From an optimization exercise on the open Yosys and OpenROAD flow, aimed at small area, a short achievable clock period and few clock cycles per item; shortcuts taken in it are not production practice. At most, simulation tests tie the RTL to the original design; equivalence was not proved.

==> willow <==
Design decconv_dec, start of the top module:
module decconv_dec (
  input  wire         clk,
  input  wire         rst_n,
  input  wire         start,
  input  wire         w128,
  input  wire [5:0]   prec,
  input  wire [5:0]   scale,
  input  wire [5:0]   tlen,
  input  wire [383:0] tbuf,
  output wire         busy,
  output reg          done,
  output reg  [3:0]   err,
  output reg  [5:0]   pos,
  output reg  [5:0]   ord,
  output reg  [5:0]   lim,
  output reg  [127:0] r
);
clock: 10.0 ns
lec_check: 0
abc_clock_period_in_ps: 5000
cap_margin: 20
core_margin: 2
core_utilization: 45
setup_slack_margin: 5.0
slew_margin: 20
run.sh (not shown) runs the stock make flow with config.mk's settings and CLKGATE_MAP_FILE= SYNTH_SCRIPT=/design/flow/synth_recipe.tcl, a recipe that flattens the netlist after the stock synthesis.
==> garnet (differences from willow) <==
--- a/flow/design.v
+++ b/flow/design.v
@@ -26,23 +26,21 @@
   reg         first;       
   reg         flt;         
   reg         exr;         
   reg [191:0] cbuf;        
   reg [5:0]   dotpos;      
   reg [5:0]   s_r;
   reg [5:0]   bud;         
   reg         neg;
-  reg [3:0]   pad1;        
+  reg [1:0]   pad;         
   reg [3:0]   cpat;        
   reg [19:0]  sela;        
   reg [19:0]  selb;        
   reg         dot2;        
-  reg         anyf;        
-  reg [7:0]   ub;          
   reg [4:0]   hb;          
   reg [5:0]   qr;          
   reg [3:0]   kmod;        
   reg         k10, k11, k12;   
   reg         la, lb;      
   reg [13:0]  chk;         
   reg [5:0]   sp;          
   reg [5:0]   icnt;        
@@ -79,44 +77,28 @@
         in_code[4*i +: 4] = tbuf[8*i +: 4];
       else if (tbuf[8*i +: 8] == 8'h2E)
         in_code[4*i +: 4] = 4'hA;
       else
         in_code[4*i +: 4] = 4'hF;
     end
   end
   wire [1:0] in_c   = -scale[1:0];
-  reg  [3:0] in_res;
-  reg  [3:0] in_pad1;
-  integer v;
-  always @* begin
-    in_res = 4'd0;
-    for (v = 0; v <= LMAX; v = v + 1)
-      in_res[v % 4] = in_res[v % 4] | in_fo[v];
-    for (v = 0; v < 4; v = v + 1)
-      in_pad1[v] = in_res[(in_c - v) & 3];
-  end
+  wire [1:0] in_pad = in_c - in_dotpos[1:0];
   reg in_h0, in_h1, in_la, in_lb;
   integer u;
   always @* begin
     in_h0 = 1'b0; in_h1 = 1'b0; in_la = 1'b0; in_lb = 1'b0;
     for (u = 0; u <= 8; u = u + 1) begin
       if (in_fo[u] && u <= in_c) in_h0 = 1'b1;
       if (in_fo[u] && u > in_c && u <= in_c + 4) in_h1 = 1'b1;
       if (in_fo[u] && scale + u <= 4) in_la = 1'b1;
       if (in_fo[u] && scale + u <= 8) in_lb = 1'b1;
     end
   end
-  reg in_anyf;
-  integer a;
-  always @* begin
-    in_anyf = 1'b0;
-    for (a = 0; a < LMAX; a = a + 1)
-      if (in_code[4*a +: 4] == 4'hF) in_anyf = 1'b1;
-  end
   wire in_dot2 = |(in_x[47:0] & in_pre[47:0] & ~in_lt[47:0]);
   wire [1:0] in_cs2  = -scale[1:0];
   wire [3:0] in_cpat = {1'b1, in_cs2 <= 2'd2, in_cs2 <= 2'd1, in_cs2 == 2'd0};    
   function automatic [13:0] value4(input [15:0] d);
     value4 = d[15:12] * 10'd1000 + d[11:8] * 7'd100 + d[7:4] * 4'd10 + d[3:0];
   endfunction
   function automatic [15:0] nines(input [15:0] d, input n);
     integer l;
@@ -129,47 +111,47 @@
     integer l, e;
     begin
       lanes5 = 16'd0;
       for (l = 0; l < 4; l = l + 1)
         for (e = 0; e < 5; e = e + 1)
           lanes5[15-4*l -: 4] = lanes5[15-4*l -: 4] | ({4{sel[5*l+e]}} & s[4*(l+e) +: 4]);
     end
   endfunction
-  function automatic [19:0] sel5(input [3:0] pd1, input [3:0] adj);
+  function automatic [19:0] sel5(input [1:0] pd, input [3:0] adj);
     integer l;
+    reg [2:0] e;
     begin
-      for (l = 0; l < 4; l = l + 1)
-        sel5[5*l +: 5] = adj[l] ? {pd1[0], pd1[1], pd1[2], pd1[3], 1'b0}
-                                : {1'b0, pd1[0], pd1[1], pd1[2], pd1[3]};
+      for (l = 0; l < 4; l = l + 1) begin
+        e = 3'd3 - {1'b0, pd} + {2'b00, adj[l]};
+        sel5[5*l +: 5] = 5'd1 << e;
+      end
     end
   endfunction
   wire [1:0] cs    = -s_r[1:0];
   wire [3:0] hi    = dotpos[5:2] + {3'd0, (dotpos[1:0] > cs)};    
   wire [4:0] hbc   = first ? {1'b0, hi} - 5'd1 : hb;
   wire [5:0] q1    = {2'b00, hi} + {2'b00, s_r[5:2]} + {5'd0, |s_r[1:0]} - 6'd2;
   wire [5:0] qc    = first ? q1 : qr;                   
-  wire       lastr = first ? la : qr[5];                 
-  wire       lastb = first ? lb : (qr[5] || qr == 6'd0);  
-  wire [15:0] da  = lanes5({cbuf[19:0], 12'd0}, sela);
-  wire [13:0] r0m = value4(nines(da, neg)) + {13'd0, neg & lastr}
+  wire       lastr = first ? la : $signed(qr) < 0;      
+  wire       lastb = first ? lb : $signed(qr) <= 0;     
+  wire [13:0] r0m = value4(nines(lanes5({cbuf[19:0], 12'd0}, sela), neg)) + {13'd0, neg & lastr}
                     + (neg ? 14'd6384 : 14'd0);
   reg         r0z;
   integer z;
   always @* begin
     r0z = 1'b1;
     for (z = 0; z < 5; z = z + 1)
       if (cbuf[4*z +: 4] != 4'd0 && cbuf[4*z +: 4] != 4'hA) r0z = 1'b0;
   end
   wire        r0s = neg & ~(lastr & r0z);
   wire [14:0] r0  = {r0s, r0m};
   wire [31:0] kmsk = {{4{k10}}, {16{k11}}, {12{k12}}};
   wire [31:0] sb   = cbuf[35:4] & ~kmsk;
-  wire [15:0] db   = lanes5(sb, selb);
-  wire [13:0] cb   = value4(nines(db, neg)) + {13'd0, neg & lastb} + 14'd256;
+  wire [13:0] cb   = value4(nines(lanes5(sb, selb), neg)) + {13'd0, neg & lastb} + 14'd256;
   wire [127:0] nr = ~r;
   wire cs1 = r[0] ^ r[2];
   wire cs2 = r[0] & r[2];
   wire cs3 = r[1] ^ r[3];
   wire cs4 = r[1] & r[3];
   wire cs5 = r[2] ^ r[4];
   wire cs6 = r[2] & r[4];
   wire cs7 = r[3] ^ r[5];
@@ -1711,39 +1693,29 @@
   function automatic [47:0] therm48(input [6:0] v);
     integer q;
     begin
       for (q = 0; q < 48; q = q + 1)
         therm48[q] = (v[6:4] > q / 16) || ((v[6:4] == q / 16) && (v[3:0] > q % 16));
     end
   endfunction
   wire [6:0]  thr4 = {1'b0, dotpos} + {1'b0, s_r} + 7'd1;      
-  wire [7:0]  u0   = {2'b00, hi, cs} - {2'b00, bud};
-  wire [7:0]  uc   = first ? u0 - 8'd4 : ub;                    
-  function automatic f3(input [15:0] d, input [7:0] u);
-    integer l;
-    begin
-      f3 = 1'b0;
-      for (l = 0; l < 4; l = l + 1)
-        if (d[15-4*l -: 4] != 4'd0 && !u[7] && u > l) f3 = 1'b1;
-    end
-  endfunction
-  wire        f3a  = f3(da, u0);
-  wire        f3b  = f3(db, uc);
+  wire [6:0]  thr3 = {1'b0, dotpos} - {1'b0, bud};             
+  wire [47:0] lt3  = thr3[6] ? 48'd0 : therm48(thr3);
   wire [47:0] lt4  = therm48(thr4);
   reg  [47:0] f_bad;
   reg  [3:0]  fc;
   integer j;
   always @* begin
     for (j = 0; j < LMAX; j = j + 1) begin
       fc = cbuf[4*j +: 4];
-      f_bad[j] = (fc != 4'd0) && (fc <= 4'd9) && !lt4[j];
+      f_bad[j] = (fc == 4'hF) || ((fc != 4'd0) && (fc <= 4'd9) && (lt3[j] || !lt4[j]));
     end
   end
-  wire ex_now = |f_bad || dot2 || anyf || f3a;
+  wire ex_now = |f_bad || dot2;
   wire ex     = first ? ex_now : exr;
   wire       s_at  = (sp[5:2] == kmod);
   wire [3:0] s_c   = cbuf[4*sp[1:0] +: 4];
   wire [6:0] s_fq  = {1'b0, sp} - {1'b0, dotpos};
   wire       s_int = s_fq[6];
   wire       s_dot = (s_fq == 7'd0);
   wire       s_inv = (s_c > 4'd9) && !s_dot;
   wire       s_sig = (s_c != 4'd0) || (icnt != 6'd0);
@@ -1786,50 +1758,47 @@
   end
   always @(posedge clk) begin
     if (accept) begin
       cbuf   <= in_code;
       dotpos <= in_dotpos;
       s_r    <= scale;
       bud    <= prec - scale;
       neg    <= in_neg;
-      pad1   <= in_pad1;
+      pad    <= in_pad;
       cpat   <= in_cpat;
-      sela   <= sel5(in_pad1, in_h0 ? in_cpat : 4'd0);
+      sela   <= sel5(in_pad, in_h0 ? in_cpat : 4'd0);
       la     <= in_la;
       lb     <= in_lb;
-      selb   <= sel5(in_pad1, in_h0 ? 4'hF : in_h1 ? in_cpat : 4'd0);
+      selb   <= sel5(in_pad, in_h0 ? 4'hF : in_h1 ? in_cpat : 4'd0);
       dot2   <= in_dot2;
-      anyf   <= in_anyf;
       kmod   <= 4'd0;
       k10    <= 1'b0;
       k11    <= 1'b0;
       k12    <= 1'b0;
       sp     <= 6'd0;
       icnt   <= 6'd0;
     end else begin
       cbuf   <= {cbuf[15:0], cbuf[191:16]};
       hb     <= hbc - 5'd1;
-      selb   <= sel5(pad1, (hbc[4] || hbc == 5'd0) ? 4'hF : (hbc == 5'd1) ? cpat : 4'd0);
+      selb   <= sel5(pad, ($signed(hbc) < 1) ? 4'hF : (hbc == 5'd1) ? cpat : 4'd0);
       kmod   <= (kmod == 4'd11) ? 4'd0 : kmod + 4'd1;
       k10    <= k10 | (kmod == 4'd9);
       k11    <= k11 | (kmod == 4'd10);
       k12    <= k12 | (kmod == 4'd11);
       if (s_at) begin
         sp <= sp + 6'd1;
         if (s_int && !s_inv && s_sig)
           icnt <= s_ic;
       end
     end
     qr  <= qc - 6'd1;
     chk <= cb;
-    if (busy_r) begin
-      exr <= ex | f3b;
-      ub  <= uc - 8'd4;
-    end
+    if (first)
+      exr <= ex_now;
   end
   always @(posedge clk) begin
     if (first || flt)
       r <= flt ? 128'd0 : {{113{r0[14]}}, r0};
     else if (busy_r)
       r <= horner;
   end
   always @(posedge clk) begin
==> flow/config.mk (replaced) <==
export PLATFORM = sky130hd
export DESIGN_NAME = decconv_dec
export DESIGN_NICKNAME = decconv_dec
export VERILOG_FILES = /design/flow/design.v
export SDC_FILE = /design/flow/constraint.sdc
export NUM_CORES = 4
export LEC_CHECK = 0
export ABC_CLOCK_PERIOD_IN_PS = 5000
export CAP_MARGIN = 20
export CORE_MARGIN = 2
export CORE_UTILIZATION = 40
export SETUP_SLACK_MARGIN = 4.5
export SLEW_MARGIN = 20
==> onyx (differences from willow) <==
--- a/flow/design.v
+++ b/flow/design.v
@@ -31,18 +31,16 @@
   reg [5:0]   s_r;
   reg [5:0]   bud;         
   reg         neg;
   reg [3:0]   pad1;        
   reg [3:0]   cpat;        
   reg [19:0]  sela;        
   reg [19:0]  selb;        
   reg         dot2;        
-  reg         anyf;        
-  reg [7:0]   ub;          
   reg [4:0]   hb;          
   reg [5:0]   qr;          
   reg [3:0]   kmod;        
   reg         k10, k11, k12;   
   reg         la, lb;      
   reg [13:0]  chk;         
   reg [5:0]   sp;          
   reg [5:0]   icnt;        
@@ -100,23 +98,16 @@
     in_h0 = 1'b0; in_h1 = 1'b0; in_la = 1'b0; in_lb = 1'b0;
     for (u = 0; u <= 8; u = u + 1) begin
       if (in_fo[u] && u <= in_c) in_h0 = 1'b1;
       if (in_fo[u] && u > in_c && u <= in_c + 4) in_h1 = 1'b1;
       if (in_fo[u] && scale + u <= 4) in_la = 1'b1;
       if (in_fo[u] && scale + u <= 8) in_lb = 1'b1;
     end
   end
-  reg in_anyf;
-  integer a;
-  always @* begin
-    in_anyf = 1'b0;
-    for (a = 0; a < LMAX; a = a + 1)
-      if (in_code[4*a +: 4] == 4'hF) in_anyf = 1'b1;
-  end
   wire in_dot2 = |(in_x[47:0] & in_pre[47:0] & ~in_lt[47:0]);
   wire [1:0] in_cs2  = -scale[1:0];
   wire [3:0] in_cpat = {1'b1, in_cs2 <= 2'd2, in_cs2 <= 2'd1, in_cs2 == 2'd0};    
   function automatic [13:0] value4(input [15:0] d);
     value4 = d[15:12] * 10'd1000 + d[11:8] * 7'd100 + d[7:4] * 4'd10 + d[3:0];
   endfunction
   function automatic [15:0] nines(input [15:0] d, input n);
     integer l;
@@ -144,32 +135,30 @@
   endfunction
   wire [1:0] cs    = -s_r[1:0];
   wire [3:0] hi    = dotpos[5:2] + {3'd0, (dotpos[1:0] > cs)};    
   wire [4:0] hbc   = first ? {1'b0, hi} - 5'd1 : hb;
   wire [5:0] q1    = {2'b00, hi} + {2'b00, s_r[5:2]} + {5'd0, |s_r[1:0]} - 6'd2;
   wire [5:0] qc    = first ? q1 : qr;                   
   wire       lastr = first ? la : qr[5];                 
   wire       lastb = first ? lb : (qr[5] || qr == 6'd0);  
-  wire [15:0] da  = lanes5({cbuf[19:0], 12'd0}, sela);
-  wire [13:0] r0m = value4(nines(da, neg)) + {13'd0, neg & lastr}
+  wire [13:0] r0m = value4(nines(lanes5({cbuf[19:0], 12'd0}, sela), neg)) + {13'd0, neg & lastr}
                     + (neg ? 14'd6384 : 14'd0);
   reg         r0z;
   integer z;
   always @* begin
     r0z = 1'b1;
     for (z = 0; z < 5; z = z + 1)
       if (cbuf[4*z +: 4] != 4'd0 && cbuf[4*z +: 4] != 4'hA) r0z = 1'b0;
   end
   wire        r0s = neg & ~(lastr & r0z);
   wire [14:0] r0  = {r0s, r0m};
   wire [31:0] kmsk = {{4{k10}}, {16{k11}}, {12{k12}}};
   wire [31:0] sb   = cbuf[35:4] & ~kmsk;
-  wire [15:0] db   = lanes5(sb, selb);
-  wire [13:0] cb   = value4(nines(db, neg)) + {13'd0, neg & lastb} + 14'd256;
+  wire [13:0] cb   = value4(nines(lanes5(sb, selb), neg)) + {13'd0, neg & lastb} + 14'd256;
   wire [127:0] nr = ~r;
   wire cs1 = r[0] ^ r[2];
   wire cs2 = r[0] & r[2];
   wire cs3 = r[1] ^ r[3];
   wire cs4 = r[1] & r[3];
   wire cs5 = r[2] ^ r[4];
   wire cs6 = r[2] & r[4];
   wire cs7 = r[3] ^ r[5];
@@ -1711,39 +1700,29 @@
   function automatic [47:0] therm48(input [6:0] v);
     integer q;
     begin
       for (q = 0; q < 48; q = q + 1)
         therm48[q] = (v[6:4] > q / 16) || ((v[6:4] == q / 16) && (v[3:0] > q % 16));
     end
   endfunction
   wire [6:0]  thr4 = {1'b0, dotpos} + {1'b0, s_r} + 7'd1;      
-  wire [7:0]  u0   = {2'b00, hi, cs} - {2'b00, bud};
-  wire [7:0]  uc   = first ? u0 - 8'd4 : ub;                    
-  function automatic f3(input [15:0] d, input [7:0] u);
-    integer l;
-    begin
-      f3 = 1'b0;
-      for (l = 0; l < 4; l = l + 1)
-        if (d[15-4*l -: 4] != 4'd0 && !u[7] && u > l) f3 = 1'b1;
-    end
-  endfunction
-  wire        f3a  = f3(da, u0);
-  wire        f3b  = f3(db, uc);
+  wire [6:0]  thr3 = {1'b0, dotpos} - {1'b0, bud};             
+  wire [47:0] lt3  = thr3[6] ? 48'd0 : therm48(thr3);
   wire [47:0] lt4  = therm48(thr4);
   reg  [47:0] f_bad;
   reg  [3:0]  fc;
   integer j;
   always @* begin
     for (j = 0; j < LMAX; j = j + 1) begin
       fc = cbuf[4*j +: 4];
-      f_bad[j] = (fc != 4'd0) && (fc <= 4'd9) && !lt4[j];
+      f_bad[j] = (fc == 4'hF) || ((fc != 4'd0) && (fc <= 4'd9) && (lt3[j] || !lt4[j]));
     end
   end
-  wire ex_now = |f_bad || dot2 || anyf || f3a;
+  wire ex_now = |f_bad || dot2;
   wire ex     = first ? ex_now : exr;
   wire       s_at  = (sp[5:2] == kmod);
   wire [3:0] s_c   = cbuf[4*sp[1:0] +: 4];
   wire [6:0] s_fq  = {1'b0, sp} - {1'b0, dotpos};
   wire       s_int = s_fq[6];
   wire       s_dot = (s_fq == 7'd0);
   wire       s_inv = (s_c > 4'd9) && !s_dot;
   wire       s_sig = (s_c != 4'd0) || (icnt != 6'd0);
@@ -1793,17 +1772,16 @@
       neg    <= in_neg;
       pad1   <= in_pad1;
       cpat   <= in_cpat;
       sela   <= sel5(in_pad1, in_h0 ? in_cpat : 4'd0);
       la     <= in_la;
       lb     <= in_lb;
       selb   <= sel5(in_pad1, in_h0 ? 4'hF : in_h1 ? in_cpat : 4'd0);
       dot2   <= in_dot2;
-      anyf   <= in_anyf;
       kmod   <= 4'd0;
       k10    <= 1'b0;
       k11    <= 1'b0;
       k12    <= 1'b0;
       sp     <= 6'd0;
       icnt   <= 6'd0;
     end else begin
       cbuf   <= {cbuf[15:0], cbuf[191:16]};
@@ -1816,20 +1794,18 @@
       if (s_at) begin
         sp <= sp + 6'd1;
         if (s_int && !s_inv && s_sig)
           icnt <= s_ic;
       end
     end
     qr  <= qc - 6'd1;
     chk <= cb;
-    if (busy_r) begin
-      exr <= ex | f3b;
-      ub  <= uc - 8'd4;
-    end
+    if (first)
+      exr <= ex_now;
   end
   always @(posedge clk) begin
     if (first || flt)
       r <= flt ? 128'd0 : {{113{r0[14]}}, r0};
     else if (busy_r)
       r <= horner;
   end
   always @(posedge clk) begin
==> flow/config.mk (replaced) <==
export PLATFORM = sky130hd
export DESIGN_NAME = decconv_dec
export DESIGN_NICKNAME = decconv_dec
export VERILOG_FILES = /design/flow/design.v
export SDC_FILE = /design/flow/constraint.sdc
export NUM_CORES = 4
export LEC_CHECK = 0
export ABC_CLOCK_PERIOD_IN_PS = 5000
export CAP_MARGIN = 20
export CORE_MARGIN = 2
export CORE_UTILIZATION = 40
export SETUP_SLACK_MARGIN = 4.5
export SLEW_MARGIN = 20
==> comparison table <==
| metric | garnet | willow | onyx |
|---|---|---|---|
| Time the final worst path needs with I/O delays and setup | 5.733 ns | 5.235 ns | 5.598 ns |
| Number of clock buffer instances in the layout | 69 | 80 | 80 |
| Core area | 111000 um^2 | 98420 um^2 | 112800 um^2 |
| Overall fraction of global-route tracks in use | 29.93% | 34.46% | 32.40% |
| Data required time of the worst path | 10.43 ns | 10.43 ns | 10.54 ns |
| Worst Setup SP | tlen[2] | sela[3] | tbuf[96] |
| Count of placed standard cells in the final layout, fillers left out | 7554 | 7343 | 7653 |
| DR WL/cell | 23.52 um | 24.60 um | 25.33 um |
| Met2 demand-to-capacity share in global routing | 48.34% | 56.36% | 52.42% |
| Post-synth top area share | 12.62% | 12.75% | 12.41% |
| Share of final-layout standard cells stronger than drive strength 1 | 10.76% | 13.98% | 9.631% |
| Hold endpoint | ord[1] | cbuf[166] | cbuf[161] |
| Result of the run | finished clean | finished clean | finished clean |
| Die span in x | 339.0 um | 319.4 um | 341.9 um |
| Clk sink count | 452 | 463 | 454 |
| Vertical die dimension | 339.0 um | 319.4 um | 341.9 um |
| Type of origin of the critical path | input port | flop | input port |
| Post-Synthesis Net Count | 6484 | 6391 | 6560 |
| Endpoint of the worst register-to-register path | err[2] | r[13] | done |
| Register cell area after layout | 10880 um^2 | 11200 um^2 | 10910 um^2 |
| Wire length of the first global-routing pass | 263200 um | 266400 um | 283200 um |
| Top fanout value on the critical path | 18 | 5 | 8 |
| Met1 Track Usage GR | 38.96% | 44.62% | 41.83% |
| Utilization after layout | 51.76% | 59.31% | 51.28% |
Testbench counts of willow, summed over its fixed seeds: cycles 5,748, items 1,200.
Testbench counts of onyx, summed over its fixed seeds: cycles 5,748, items 1,200.
Only the layout flow was run in garnet; the RTL was not checked for function there.

[static timing again, ports no longer ideal]
Ports are ideal in the flow. The routed layouts listed here were re-timed in OpenROAD. Step 1 assumes that a clkbuf_16 drives the clock port and a buf_2 every other input. Step 2 moves the port delays by t, midway between the first and last clock arrival at a register: inputs arrive t later, outputs are due t later. That takes back most of the time a late clock gives input paths. Slacks: ideal ports / drivers / drivers and shift; pairs: ideal ports / drivers.
| run | t, ns | setup WS [ns] | worst hold slack (ns) | clock arrival spread, ns |
|---|---|---|---|---|
| willow | 0.758 | 4.765 / 4.765 / 4.133 | 0.441 / 0.441 / 0.441 | 0.034 / 0.033 |
| garnet | 0.752 | 4.267 / 4.268 / 3.516 | 0.469 / 0.469 / 0.469 | 0.041 / 0.042 |
| onyx | 0.756 | 4.402 / 4.468 / 3.712 | 0.444 / 0.444 / 0.444 | 0.059 / 0.059 |
After both steps every run listed still meets setup and hold. For garnet, which loses most, drivers alone change the setup slack by +0.001 ns; drivers and shift together by -0.751 ns.
